What follows belongs to an exercise in optimizing a design on an open flow for small area and a short achievable clock period; a production flow would make more cautious choices. Function was checked by simulation only, so behaviour that the tests miss may differ from the original. No activity file was given, so power comes from the tool's default toggle rates.

## flow/design.v

```verilog
module aux_rx_sync (
    input  wire        clk,
    input  wire        rst,           
    input  wire        arm,           
    input  wire [15:0] arm_t,
    input  wire        tick,          
    input  wire        rx_valid,      
    input  wire [7:0]  rx_data,
    output wire        rx_ready,
    output wire        rx_done,
    output wire [1:0]  rx_state,
    output wire [7:0]  cmd_status,
    output wire [8:0]  rx_cnt,
    output wire        rx_ovf,
    output wire        rx_prep,
    output wire [15:0] qrem,
    output wire [15:0] orem,
    output wire [7:0]  res_status,
    output wire [7:0]  res_src,
    output wire [7:0]  res_dst,
    output wire [7:0]  res_cmd,
    output wire [7:0]  res_len,
    output wire [7:0]  res_plen,
    input  wire        rd_sel,        
    input  wire [8:0]  rd_idx,
    output wire [7:0]  rd_byte
);
    localparam [15:0] Q_TICKS  = 16'd100;
    localparam [7:0]  SENTINEL = 8'h3B;
    localparam [8:0]  RX_CAP   = 9'd258;
    localparam [1:0] S_OFF = 2'd0, S_IDLE = 2'd1, S_COLL = 2'd2;
    localparam [7:0] ST_OK       = 8'h00;
    localparam [7:0] ST_SHORT    = 8'h01;
    localparam [7:0] ST_SIZE     = 8'h03;
    localparam [7:0] ST_CKSUM    = 8'h04;
    localparam [7:0] ST_NODATA   = 8'h06;
    localparam [7:0] ST_TIMEOUT  = 8'h07;
    localparam [7:0] ST_BADOPND  = 8'h0D;
    localparam [7:0] ST_BUSY     = 8'h0E;
    localparam [7:0] ST_NONE     = 8'hFF;
    localparam [2:0] RC_NONE     = 3'd2;       
    reg [1:0]  state_q;
    reg [1:0]  cmd_q;                  
    reg [8:0]  cnt_q;
    reg        ovf_q;
    reg        prep_q;
    reg [6:0]  qrem_q;                 
    reg [15:0] orem_q;
    reg [7:0]  sum_q;                  
    reg [2:0]  res_code_q;             
    wire busy      = (state_q == S_IDLE) || (state_q == S_COLL);
    wire arm_ok    = arm && (arm_t != 16'd0) && !busy;
    wire take      = !arm && rx_valid && busy;
    wire do_tick   = !arm && !take && tick;
    wire store     = take && (cnt_q != RX_CAP);
    wire [6:0]  qrem_dec = qrem_q - 7'd1;
    wire [15:0] orem_dec = orem_q - 16'd1;
    wire        q_last   = (qrem_q == 7'd1);
    wire        o_last   = (orem_q == 16'd1);
    wire tick_idle = do_tick && (state_q == S_IDLE);
    wire tick_coll = do_tick && (state_q == S_COLL);
    wire [7:0] b0 = {col7[0], col6[0], col5[0], col4[0], col3[0], col2[0], col1[0], col0[0]};
    wire [7:0] b1 = {col7[1], col6[1], col5[1], col4[1], col3[1], col2[1], col1[1], col0[1]};
    wire [7:0] b2 = {col7[2], col6[2], col5[2], col4[2], col3[2], col2[2], col1[2], col0[2]};
    wire [7:0] b3 = {col7[3], col6[3], col5[3], col4[3], col3[3], col2[3], col1[3], col0[3]};
    wire [7:0] b4 = {col7[4], col6[4], col5[4], col4[4], col3[4], col2[4], col1[4], col0[4]};
    wire       f_prep = (b0 != SENTINEL);
    wire [7:0] f_len  = f_prep ? b0 : b1;
    wire [9:0] cand_len  = {1'b0, cnt_q} + {9'd0, f_prep};
    wire [9:0] frame_len = {2'b00, f_len} + 10'd3;
    wire [7:0] ck_sum = f_prep ? sum_q : (sum_q - SENTINEL);
    reg [7:0] f_status;
    always @(*) begin
        if (ovf_q)
            f_status = ST_SIZE;
        else if (cand_len < 10'd6)
            f_status = ST_SHORT;
        else if (cand_len != frame_len)
            f_status = ST_SIZE;
        else if (ck_sum != 8'd0)
            f_status = ST_CKSUM;
        else
            f_status = ST_OK;
    end
    reg [257:0] col0, col1, col2, col3, col4, col5, col6, col7;
    genvar b, k;
    generate
        for (k = 0; k < 258; k = k + 1) begin : g_wr
            always @(posedge clk)
                if (store && (cnt_q == k))
                    {col7[k], col6[k], col5[k], col4[k],
                     col3[k], col2[k], col1[k], col0[k]} <= rx_data;
        end
    endgenerate
    always @(posedge clk) begin
        if (rst) begin
            state_q      <= S_OFF;
            cmd_q        <= 2'd3;
            cnt_q        <= 9'd0;
            ovf_q        <= 1'b0;
            prep_q       <= 1'b0;
            qrem_q       <= 7'd0;
            orem_q       <= 16'd0;
            sum_q        <= 8'd0;
            res_code_q   <= RC_NONE;
        end else begin
            if (arm) begin
                if (arm_t == 16'd0)
                    cmd_q <= 2'd1;
                else if (busy)
                    cmd_q <= 2'd2;
                else
                    cmd_q <= 2'd0;
            end
            if (arm_ok) begin
                state_q      <= S_IDLE;
                cnt_q        <= 9'd0;
                ovf_q        <= 1'b0;
                prep_q       <= 1'b0;
                qrem_q       <= 7'd0;
                orem_q       <= arm_t;
                sum_q        <= 8'd0;
                res_code_q   <= RC_NONE;
            end
            if (take) begin
                state_q <= S_COLL;
                qrem_q  <= Q_TICKS[6:0];
                if (store) begin
                    cnt_q <= cnt_q + 9'd1;
                    sum_q <= sum_q + rx_data;
                end else begin
                    ovf_q <= 1'b1;
                end
            end
            if (tick_idle) begin
                orem_q <= orem_dec;
                if (o_last) begin
                    state_q      <= S_OFF;
                    res_code_q   <= ST_NODATA[2:0];
                end
            end
            if (tick_coll) begin
                qrem_q <= qrem_dec;
                orem_q <= orem_dec;
                if (q_last) begin
                    state_q      <= S_OFF;
                    prep_q       <= f_prep;
                    res_code_q   <= f_status[2:0];
                end else if (o_last) begin
                    state_q      <= S_OFF;
                    res_code_q   <= ST_TIMEOUT[2:0];
                end
            end
        end
    end
    assign rx_state   = state_q;
    assign rx_ready   = busy;
    assign rx_done    = (state_q == S_OFF) && (res_code_q != RC_NONE);
    assign cmd_status = (cmd_q == 2'd0) ? ST_OK : (cmd_q == 2'd1) ? ST_BADOPND :
                        (cmd_q == 2'd2) ? ST_BUSY : ST_NONE;
    assign rx_cnt     = cnt_q;
    assign rx_ovf     = ovf_q;
    assign rx_prep    = prep_q;
    assign qrem       = {9'd0, qrem_q};
    assign orem       = orem_q;
    wire res_ok = (res_code_q == 3'd0);
    wire [7:0] h_len = prep_q ? b0 : b1;
    wire [7:0] h_src = prep_q ? b1 : b2;
    wire [7:0] h_dst = prep_q ? b2 : b3;
    wire [7:0] h_cmd = prep_q ? b3 : b4;
    assign res_status = (res_code_q == RC_NONE) ? ST_NONE : {5'd0, res_code_q};
    assign res_src    = res_ok ? h_src : 8'd0;
    assign res_dst    = res_ok ? h_dst : 8'd0;
    assign res_cmd    = res_ok ? h_cmd : 8'd0;
    assign res_len    = res_ok ? h_len : 8'd0;
    assign res_plen   = res_ok ? (h_len - 8'd3) : 8'd0;
    wire [2:0] il = rd_idx[2:0];
    wire [2:0] im = rd_idx[5:3];
    wire [2:0] ih = rd_idx[8:6];
    wire       off5  = rd_sel && !prep_q;
    wire       off4  = rd_sel &&  prep_q;
    wire       c_lo  = (off5 && (il >= 3'd3)) || (off4 && il[2]);
    wire       c_mid = c_lo && (im == 3'd7);
    function lt9(input [8:0] a, input [8:0] bb);
        integer n;
        reg r;
        begin
            r = 1'b0;
            for (n = 0; n < 9; n = n + 1)
                r = (!a[n] && bb[n]) || (!(a[n] ^ bb[n]) && r);
            lt9 = r;
        end
    endfunction
    wire [7:0] dec_lo, dec_mid;
    wire [4:0] dec_hi;
    genvar j;
    generate
        for (j = 0; j < 8; j = j + 1) begin : g_dec
            assign dec_lo[j]  = off5 ? (il == ((j + 3) % 8)) :
                                off4 ? (il == ((j + 4) % 8)) : (il == j);
            assign dec_mid[j] = c_lo ? (im == ((j + 7) % 8)) : (im == j);
        end
        for (j = 0; j < 5; j = j + 1) begin : g_dec_hi
            assign dec_hi[j] = c_mid ? (ih == ((j + 7) % 8)) : (ih == j);
        end
    endgenerate
    wire       pay_ok  = res_ok && lt9(rd_idx, {1'b0, res_plen});
    wire       rd_ok   = rd_sel ? pay_ok : lt9(rd_idx, cnt_q);
    wire [4:0] hi_ok   = dec_hi & {5{rd_ok}};
    wire [2063:0] colv = {col7, col6, col5, col4, col3, col2, col1, col0};
    genvar g;
    generate
        for (b = 0; b < 8; b = b + 1) begin : g_rd
            wire [257:0] cb = colv[258*b +: 258];
            wire [32:0]  t1;           
            wire [4:0]   t2;           
            for (g = 0; g < 32; g = g + 1) begin : g_t1
                aux_rx_sel8 u_s1 (.d(cb[8*g +: 8]), .s(dec_lo), .y(t1[g]));
            end
            assign t1[32] = |(cb[257:256] & dec_lo[1:0]);
            for (g = 0; g < 4; g = g + 1) begin : g_t2
                aux_rx_sel8 u_s2 (.d(t1[8*g +: 8]), .s(dec_mid), .y(t2[g]));
            end
            assign t2[4] = t1[32] & dec_mid[0];
            aux_rx_sel5 u_s3 (.d(t2), .s(hi_ok), .y(rd_byte[b]));
        end
    endgenerate
endmodule
module aux_rx_sel8 (
    input  wire [7:0] d,
    input  wire [7:0] s,
    output wire       y
);
    assign y = |(d & s);
endmodule
module aux_rx_sel5 (
    input  wire [4:0] d,
    input  wire [4:0] s,
    output wire       y
);
    wire n0, n1, n2;
    aux_rx_aoi22 u_a0 (.a(d[0]), .b(s[0]), .c(d[1]), .d(s[1]), .yn(n0));
    aux_rx_aoi22 u_a1 (.a(d[2]), .b(s[2]), .c(d[3]), .d(s[3]), .yn(n1));
    aux_rx_nand2 u_a2 (.a(d[4]), .b(s[4]), .y(n2));
    aux_rx_nand3 u_n  (.a(n0), .b(n1), .c(n2), .y(y));
endmodule
module aux_rx_aoi22 (
    input  wire a,
    input  wire b,
    input  wire c,
    input  wire d,
    output wire yn
);
    assign yn = ~((a & b) | (c & d));
endmodule
module aux_rx_nand2 (
    input  wire a,
    input  wire b,
    output wire y
);
    assign y = ~(a & b);
endmodule
module aux_rx_nand3 (
    input  wire a,
    input  wire b,
    input  wire c,
    output wire y
);
    assign y = ~(a & b & c);
endmodule
```

## flow/run.sh

```bash
#!/bin/bash
# synth_recipe.tcl (not shown) runs the flow's synth.tcl, then flattens the netlist and writes it again
# the make line also repeats each setting of config.mk as NAME=value (left out here)
make -C /OpenROAD-flow-scripts/flow DESIGN_CONFIG=/design/flow/config.mk WORK_HOME=/design/flow/orfs CLKGATE_MAP_FILE= SYNTH_SCRIPT=/design/flow/synth_recipe.tcl finish
```

## flow/config.mk

```make
export PLATFORM = sky130hd
export DESIGN_NAME = aux_rx_sync
export DESIGN_NICKNAME = aux_rx_sync
export VERILOG_FILES = /design/flow/design.v
export SDC_FILE = /design/flow/constraint.sdc
export NUM_CORES = 4
export LEC_CHECK = 0
export CAP_MARGIN = 20
export CORE_MARGIN = 2
export CORE_UTILIZATION = 55
export CTS_BUF_LIST = sky130_fd_sc_hd__clkbuf_16
export CTS_CLUSTER_DIAMETER = 70
export CTS_CLUSTER_SIZE = 25
export PLACE_DENSITY = 0.7
export SETUP_SLACK_MARGIN = 4.5
export SLEW_MARGIN = 20
export SYNTH_HIERARCHICAL = 1
export SYNTH_MINIMUM_KEEP_SIZE = 0
export TNS_END_PERCENT = 5
```

## flow/constraint.sdc

```tcl
create_clock -name core_clock -period 10.0 [get_ports {clk}]
set_input_delay 2.0000 -clock core_clock [delete_from_list [all_inputs] [get_ports {clk}]]
set_output_delay 2.0000 -clock core_clock [all_outputs]
set_load 0.01 [all_outputs]
```

==> impl_metrics.ini, run 1 <==
[route]
firstDrtPassIters = 6
dr_wl_met2_um = 109000
routed.top_layer = met5
drt_wl_total_um = 229000
wl_per_cell_um = 32.7
drc = 0
viasPerCell = 6.93
vias = 48553
wl_met3_um = 26600
drtIter0Drc = 7460
drtAntennaViolNets = 0
drt-met1-wl_um = 82500

[worst_setup_path]
path_max_fanout = 56
critical_path_required_ns = 8.00
crit_arrival_ns = 5.14
end_kind = output pin
worstSetupPathType = in -> out
worstSetupStartpointType = input pin

[clock_network]
cts_max_level = 3
cts.sinks = 2113
hold_buffers = 0
tritoncts = done
numCtsBuffers = 112
clkLatencyLatePin_ns = 0.77
clock_path_buffers = 3
root_buffer = clkbuf_16
clk_pin_slew_worst_paths_ns = 0.09

[global_route]
grt_pass1_wl_um = 327000
grt_pass1_vias = 46230
grt_max_degree = 191
antenna_found_initial = 5
grt_use_total_pct = 30.7
grt-ovfl-total = 0

[power_and_ir_drop]
p_sw_uw = 3670
internal_power_uw = 12500
p_sw_share_pct = 22.6
power_frac_comb_pct = 6.7
power_density_mw_per_mm2 = 178
pwr-share-clk_pct = 33.2
p_leak_uw = 0.0273
peakVddDrop_v = 0.000149
seqPwrFrac_pct = 60.0

[die]
coreArea_mm2 = 0.143
design.die.area_mm2 = 0.147
ios = 150
dieHeight_um = 384
start_util_pct = 55.3
die_w_um = 384
num_rows = 139

[placement]
place_inst = 6683
gp_congestion = 0.889
io_buffers = 140
pre_cts_ws_ns = 1.40
place_hpwl_um = 125000

[worst_hold_path]
hp-class = reg -> reg

[final_layout]
fin_cells = 7007
multiInputGateArea_mm2 = 0.0171
syn_to_final_growth_pct = 14.9
drive_gt1_share_pct = 13.5
final_nets = 5101
fillers = 9834
seq_area_mm2 = 0.0630

[logic_synthesis]
synth.yosys.seq_area_share_pct = 79.4
ys_ff_latch = 2113
yosys_warnings = 7
synth_edf_count = 2064
postSynth.asyncResetShare_pct = 0
mappedNetlistArea_mm2 = 0.0793
ys_types = 74
syn_avg_cell_area_um2 = 17.2
ys.flop_type = edfxtp_1
postSynthCellCount = 4612

[timing]
post-route-period-util_pct = 71.4
hold_viol = 0
finalSetupTns_ns = 0
slew_headroom_pct = 14.8
fin_skew_ns = 0.0281
tightest_slew_ns = 1.28
rsz0062_at_grt = true
fin_crit_ns = 7.14
setup_viol = 0
fmax_ghz = 0.140
layout_setup_ws_ns = 2.86
slew_violations = 0

[flow_run]
drv_cap = 0

[run_status]
status = no timing/DRC/antenna violations
-- metal layers --
metal	GRT usage [%]	vias to the layer above
li1	-	20276
met1	41.9	24568
met5	0	-
met4	13.5	2
met3	6.25	506
met2	48.5	3201
-- stage by stage --
step | util, % | hold WS (ns) | power [uW] | cell area (um^2)
after floorplan | - | 0.458 | 10400 | 79500
after global placement | 58.6 | 0.475 | 10800 | 84000
after detailed placement | 58.6 | 0.500 | 10800 | 84000
after CTS | 63.2 | 0.511 | 16200 | 90600
after global routing | 63.6 | 0.529 | 16600 | 91100
final | 63.6 | 0.515 | 16200 | 91100
-- layout make-up --
class,count,share of cell area (%)
Sequential cell,2113,69.1
Multi-Input combinational cell,2391,18.8
Timing Repair Buffer,369,5.12
Clock buffer,115,3.16
Tap cell,1903,2.61
Clock inverter,80,1.06
Inverter,35,0.174
Antenna cell,1,0.00275
-- critical path: stages --
cell	delay [ns]
buf_12	0.12
xnor2_2	0.14
nand3_1	0.09
o31a_1	0.21
buf_4	0.15
nor2_4	0.07
buf_8	0.24
a22oi_1	0.26
nand4_1	0.15
a22oi_2	0.28
nand4_1	0.45
a22oi_2	0.47
nand3_2	0.23
buf_6	0.19
-- power groups by stage --
stage	Clock (uW)	Combinational (uW)	Sequential, uW
6_report	5390	1090	9730
3_3_place_gp	0	865	9930
5_1_grt	5700	1130	9730
3_5_place_dp	0	879	9930
4_1_cts	5400	1040	9730
2_1_floorplan	0	424	9930
-- worst paths after layout --
check / from / end / slack, ns / cells after the start
hold reg to reg: sum_q[5]$_SDFF_PP0_ / sum_q[5]$_SDFF_PP0_ / 0.51 / 2
setup reg to reg: cnt_q[4]$_SDFF_PP0_ / col1[80]$_DFFE_PP_ / 5.49 / 8
setup / recovery: rd_idx[0] / rd_byte[2] / 2.86 / 14
hold / removal: sum_q[5]$_SDFF_PP0_ / sum_q[5]$_SDFF_PP0_ / 0.51 / 2
-- state kept, by name, indices dropped and copies added (netlist names) --
name,cells
col0,258
prep_q,1
col7,258
qrem_q,7
cmd_q,2
state_q,2
ovf_q,1
res_code_q,3
cnt_q,9
orem_q,16
col2,258
col5,258
col6,258
sum_q,8
col3,258
col4,258
col1,258
-- logic make-up after synthesis --
kind of cell / count (synthesis) / synth area share (%)
flops: 2113 / 79.4
buf+inv: 124 / 0.691
fa+ha+maj: 41 / 0.653
mux: 36 / 0.456
other cells: 1 / 0.00473
xor+xnor: 36 / 0.415
compound gates: 1341 / 12.6
simple gates: 920 / 5.73
-- Yosys stat by module, one instance, submodules excluded, excerpt --
module,copies in the design,cells
aux_rx_aoi22,16,1
aux_rx_nand2,8,1
aux_rx_nand3,8,1
aux_rx_sel8,288,5
aux_rx_sync,1,3140
-- what timing repair did --
| item | 4_1_cts | 5_1_grt |
|---|---|---|
| pin swaps | 147 | 37 |
| endpoints found under the hold margin | 0 | 0 |
| setup buffers | 72 | 15 |
| endpoints found under the setup margin | 11 | 10 |
| gates resized for setup | 343 | 41 |
| gates cloned | 34 | 7 |
-- synthesized netlist by cell type (3+ instances only) --
master | instances | area share (%)
or3_1 | 8 | 0.063
ha_1 | 39 | 0.62
a21oi_1 | 53 | 0.33
o21ai_1 | 8 | 0.051
nand2_1 | 92 | 0.44
xnor2_1 | 27 | 0.30
nand3_1 | 37 | 0.23
o21ai_0 | 21 | 0.13
nand4_1 | 298 | 2.4
a211oi_1 | 4 | 0.038
a41oi_1 | 4 | 0.044
and2_1 | 7 | 0.055
xor2_1 | 8 | 0.088
o21a_1 | 6 | 0.057
dfxtp_1 | 49 | 1.2
edfxtp_1 | 2064 | 78
nand3b_1 | 3 | 0.028
nand2b_1 | 7 | 0.055
clkbuf_1 | 63 | 0.30
nor2b_1 | 12 | 0.095
o31a_1 | 4 | 0.044
a31o_2 | 4 | 0.044
a311oi_1 | 3 | 0.033
a22oi_2 | 16 | 0.25
buf_4 | 18 | 0.17
buf_1 | 6 | 0.028
a21o_1 | 5 | 0.047
and3_1 | 11 | 0.087
o211ai_1 | 7 | 0.066
a22oi_1 | 1164 | 11
mux2i_1 | 35 | 0.44
nor3b_1 | 5 | 0.047
a31oi_1 | 12 | 0.095
o21bai_1 | 6 | 0.057
nor2_1 | 384 | 1.8
nor3_1 | 36 | 0.23
nor4_1 | 6 | 0.047
inv_1 | 34 | 0.16
-- cells in the final DEF (no fill, tap or decap), drive strengths merged, types with 53 or more instances in the layout --
| master | count |
|---|---|
| edfxtp | 2064 |
| a22oi | 1180 |
| nor2 | 387 |
| nand4 | 298 |
| buf | 231 |
| clkbuf | 123 |
| clkdlybuf4s50 | 116 |
| nand2 | 92 |
| inv | 63 |
| a21oi | 53 |
==> run 2: changes to the inputs <==
--- a/flow/design.v
+++ b/flow/design.v
@@ -181,2 +181,5 @@
     wire       off4  = rd_sel &&  prep_q;
+    wire       off0  = !rd_sel;
+    wire [7:0] il_hot;                 
+    aux_rx_dec3 u_il (.a(il), .y(il_hot));
     wire       c_lo  = (off5 && (il >= 3'd3)) || (off4 && il[2]);
@@ -198,4 +201,7 @@
         for (j = 0; j < 8; j = j + 1) begin : g_dec
-            assign dec_lo[j]  = off5 ? (il == ((j + 3) % 8)) :
-                                off4 ? (il == ((j + 4) % 8)) : (il == j);
+            wire p0, p5, p4;
+            aux_rx_nand2 u_p0 (.a(off0), .b(il_hot[j]),           .y(p0));
+            aux_rx_nand2 u_p5 (.a(off5), .b(il_hot[(j + 3) % 8]), .y(p5));
+            aux_rx_nand2 u_p4 (.a(off4), .b(il_hot[(j + 4) % 8]), .y(p4));
+            aux_rx_nand3 u_pl (.a(p0), .b(p5), .c(p4), .y(dec_lo[j]));
             assign dec_mid[j] = c_lo ? (im == ((j + 7) % 8)) : (im == j);
@@ -270 +276,7 @@
 endmodule
+module aux_rx_dec3 (
+    input  wire [2:0] a,
+    output wire [7:0] y
+);
+    assign y = 8'd1 << a;
+endmodule
--- a/flow/config.mk
+++ b/flow/config.mk
@@ -9,3 +9,3 @@
 export CORE_MARGIN = 2
-export CORE_UTILIZATION = 55
+export CORE_UTILIZATION = 60
 export CTS_BUF_LIST = sky130_fd_sc_hd__clkbuf_16
@@ -13,3 +13,3 @@
 export CTS_CLUSTER_SIZE = 25
-export PLACE_DENSITY = 0.7
+export PLACE_DENSITY = 0.72
 export SETUP_SLACK_MARGIN = 4.5
==> run 2 against run 1 <==
Sequential cell count did not move; combinational power about the same; die area is 8.1% lower; sequential power hardly changed; utilization up 5.4 points; final cell count is 2.3% lower; global-route usage is 3.0 points higher; clock skew rose by 0.014 ns; synthesized cell count is 0.50% higher; critical path type unchanged; critical endpoint is now rd_byte[7]; largest power group unchanged.
==> impl_metrics.ini, run 2 <==
[power_and_ir_drop]
power_density_mw_per_mm2 = 178
peakVddDrop_v = 0.000168
p_leak_uw = 0.0274
power_frac_comb_pct = 6.7
pwr-share-clk_pct = 33.1
internal_power_uw = 12500
seqPwrFrac_pct = 60.2
p_sw_share_pct = 22.8
p_sw_uw = 3690

[logic_synthesis]
yosys_warnings = 7
synth_edf_count = 2064
synthMostInstantiatedCell = edfxtp_1
ys_types = 72
synth_top_area_cell = edfxtp_1
synth_top_area_share_pct = 78.1
synth_adder_area_share_pct = 0.652
ys_ff_latch = 2113
synth_top_family_by_area = compound AO/OA/AOI/OAI gates
synth.yosys.seq_area_share_pct = 79.3
postSynth.asyncResetShare_pct = 0
synth_xor_area_share_pct = 0.432
synth_mux_area_share_pct = 0.403
ys.flop_type = edfxtp_1
postSynthCellCount = 4635
synth_common_cells = edfxtp_1 (2,064), a22oi_1 (1,169), nor2_1 (367), nand4_1 (302), nand2_1 (94)
mappedNetlistArea_mm2 = 0.0794
synth_compound_area_share_pct = 12.5
synth_area_leaders = edfxtp_1 (78%), a22oi_1 (11%), nand4_1 (2.4%)
yosys.area_share.simple_pct = 5.98
syn_avg_cell_area_um2 = 17.1

[global_route]
grt_pass1_wl_um = 329000
grt_max_degree = 180
antenna_found_initial = 8
grt_pass1_vias = 46475
grt-ovfl-total = 0
grt_use_total_pct = 33.8

[route]
wl_per_cell_um = 33.8
viasPerCell = 7.23
firstDrtPassIters = 7
drtAntennaViolNets = 0
vias = 49528
drt_wl_total_um = 231000
drtIter0Drc = 7563
drc = 0

[clock_network]
tritoncts = done
cts.sinks = 2113
clkLatencyLatePin_ns = 0.79
clk_pin_slew_worst_paths_ns = 0.09
clock_path_buffers = 3
cts_max_level = 3
root_buffer = clkbuf_16
numCtsBuffers = 113

[die]
num_rows = 133
coreArea_mm2 = 0.131
dieHeight_um = 368
design.die.area_mm2 = 0.135
ios = 150
start_util_pct = 60.4
die_w_um = 368

[placement]
place_hpwl_um = 128000
gp_congestion = 0.909
io_buffers = 140
dpl_cell_area_mm2 = 0.0839

[final_layout]
post-route-util_pct = 69.0
final_cell_mix = edfxtp_1 (2,064), a22oi_1 (1,009), nor2_1 (361), nand4_1 (302), a22oi_2 (176)
finish.instance_area_mm2 = 0.0907
final_nets = 5089
drive_gt1_share_pct = 13.3
final_common_cell = edfxtp_1
syn_to_final_growth_pct = 14.3

[timing]
fmax_ghz = 0.140
post-route-period-util_pct = 71.5
finalSetupTns_ns = 0
hold_viol = 0
fin_skew_ns = 0.0421
slew_headroom_pct = 20.4
fin_crit_ns = 7.15
setup_viol = 0
tightest_slew_ns = 1.19
slew_violations = 0
rsz0062_at_grt = true

[flow_run]
drv_cap = 0

[worst_setup_path]
r2r_cells = 6
crit_arrival_ns = 5.15
worstSetupPathType = in -> out
path_max_fanout = 66
end_kind = output pin
worstSetupStartpointType = input pin
critical_path_required_ns = 8.00

[run_status]
status = no timing/DRC/antenna violations

[worst_hold_path]
whs_path_depth = 2
hp-class = reg -> reg
run 2: kinds of logic (layout without fill, tap and decap cells):
| kind of cell | count (synthesis) | count (layout) |
|---|---|---|
| DFF | 2113 | 2113 |
| and+or+nand+nor | 945 | 952 |
| adders and majority gates | 41 | 41 |
| buffers and inverters | 135 | 577 |
| AOI/OAI and AO/OA | 1332 | 1332 |
| other | 1 | 10 |
| muxes | 32 | 32 |
| xor gates and xnor gates | 36 | 36 |
run 2: area by class of cell:
| class | count | area, um^2 |
|---|---|---|
| antenna | 1 | 2.50 |
| clock buffer | 117 | 2930 |
| clock inverter | 80 | 878 |
| fill | 8303 | 40700 |
| inverter | 37 | 150 |
| multi-input combinational | 2402 | 17300 |
| sequential | 2113 | 63000 |
| tap | 1755 | 2200 |
| timing repair buffer | 342 | 4260 |
| timing repair inverter | 1 | 7.51 |
run 2: repair_timing:
item                                    4_1_cts  5_1_grt
pin swaps                                   143       30
hold buffers                                  0        0
buffers inserted                             71        9
gates cloned                                 27        1
resized for setup                           341       35
endpoints found under the setup margin       12       10
run 2: power by group through the flow:
stage / combinational (uW) / sequential [uW] / clock [uW]
after CTS: 1040 / 9720 / 5330
after floorplan: 420 / 9930 / 0
after detailed placement: 898 / 9930 / 0
after global placement: 882 / 9930 / 0
after global routing: 1120 / 9730 / 5630
final: 1080 / 9730 / 5340
run 2: per-module statistics from Yosys, one instance, submodules excluded, a selection:
| module | area (um^2) | copies in the design | flops+latches |
|---|---|---|---|
| aux_rx_nand3 | 5.00 | 16 | 0 |
| aux_rx_sync | 68500 | 1 | 2113 |
| aux_rx_nand2 | 3.75 | 32 | 0 |
| aux_rx_aoi22 | 12.5 | 16 | 0 |
| aux_rx_sel8 | 36.3 | 288 | 0 |
| aux_rx_dec3 | 65.1 | 1 | 0 |
run 2: routing by layer:
layer / track usage (%) / share of wire, % / up-vias / routed length, um
li1: - / - / 20276 / -
met1: 48.0 / 36 / 25047 / 83600
met2: 52.0 / 46 / 3667 / 107000
met3: 7.26 / 13 / 536 / 29600
met4: 13.2 / 4.8 / 2 / 11100
met5: 0 / 0.0060 / - / 14
run 2: path summary, 6_finish.rpt:
check,slack (ns),from,to
max,2.85,rd_sel,rd_byte[7]
min,0.51,orem_q[15]$_SDFFE_PP0P_,orem_q[15]$_SDFFE_PP0P_
max reg2reg,5.94,state_q[0]$_SDFF_PP0_,col7[23]$_DFFE_PP_
min reg2reg,0.51,orem_q[15]$_SDFFE_PP0P_,orem_q[15]$_SDFFE_PP0P_
run 2: per-stage QoR:
| stage | hold WS (ns) | worst slack [ns] | cells | total power, uW |
|---|---|---|---|---|
| finish | 0.509 | 2.85 | 6848 | 16100 |
| floorplan | 0.482 | 3.05 | 4643 | 10300 |
| global route | 0.518 | 2.91 | 6847 | 16500 |
| detailed placement | 0.486 | 1.34 | 6542 | 10800 |
| CTS | 0.502 | 3.07 | 6837 | 16100 |
| global placement | 0.486 | 1.36 | 6542 | 10800 |
run 2: worst max-delay path: stages:
cell        delay (ns)
buf_4             0.15
clkinvlp_4        0.09
buf_12            0.13
nor2_4            0.10
nand2_2           0.14
nand3_4           0.11
buf_12            0.18
buf_16            0.19
a22oi_1           0.26
nand4_1           0.20
a22oi_2           0.27
nand4_1           0.39
a22oi_2           0.45
nand3_2           0.19
buf_6             0.17

==> re-timing with driven ports <==
How much do the figures lean on ideal ports? The routed layouts below were timed once more, with nothing changed but the port constraints.
Step 1 sets driving cells, clkbuf_16 on the clock port and buf_2 on the other inputs (assumed; they add their load-dependent delay and slew).
Step 2 also shifts input and output timing later by t, the mid clock arrival at the registers, as if the neighbouring blocks saw the same clock.
Slacks: ideal ports / drivers / drivers and shift; pairs: ideal ports / drivers.
run	shift t [ns]	setup WS [ns]	worst setup path after step 2	pins driven straight from the clock port
run 1	0.835	2.860 / 2.803 / 2.803	input to output	1
run 2	0.839	2.854 / 2.833 / 2.833	input to output	1
After both steps setup and hold are still met in every run listed. For run 1, which loses most, drivers alone change the setup slack by -0.057 ns; drivers and shift together by -0.057 ns.
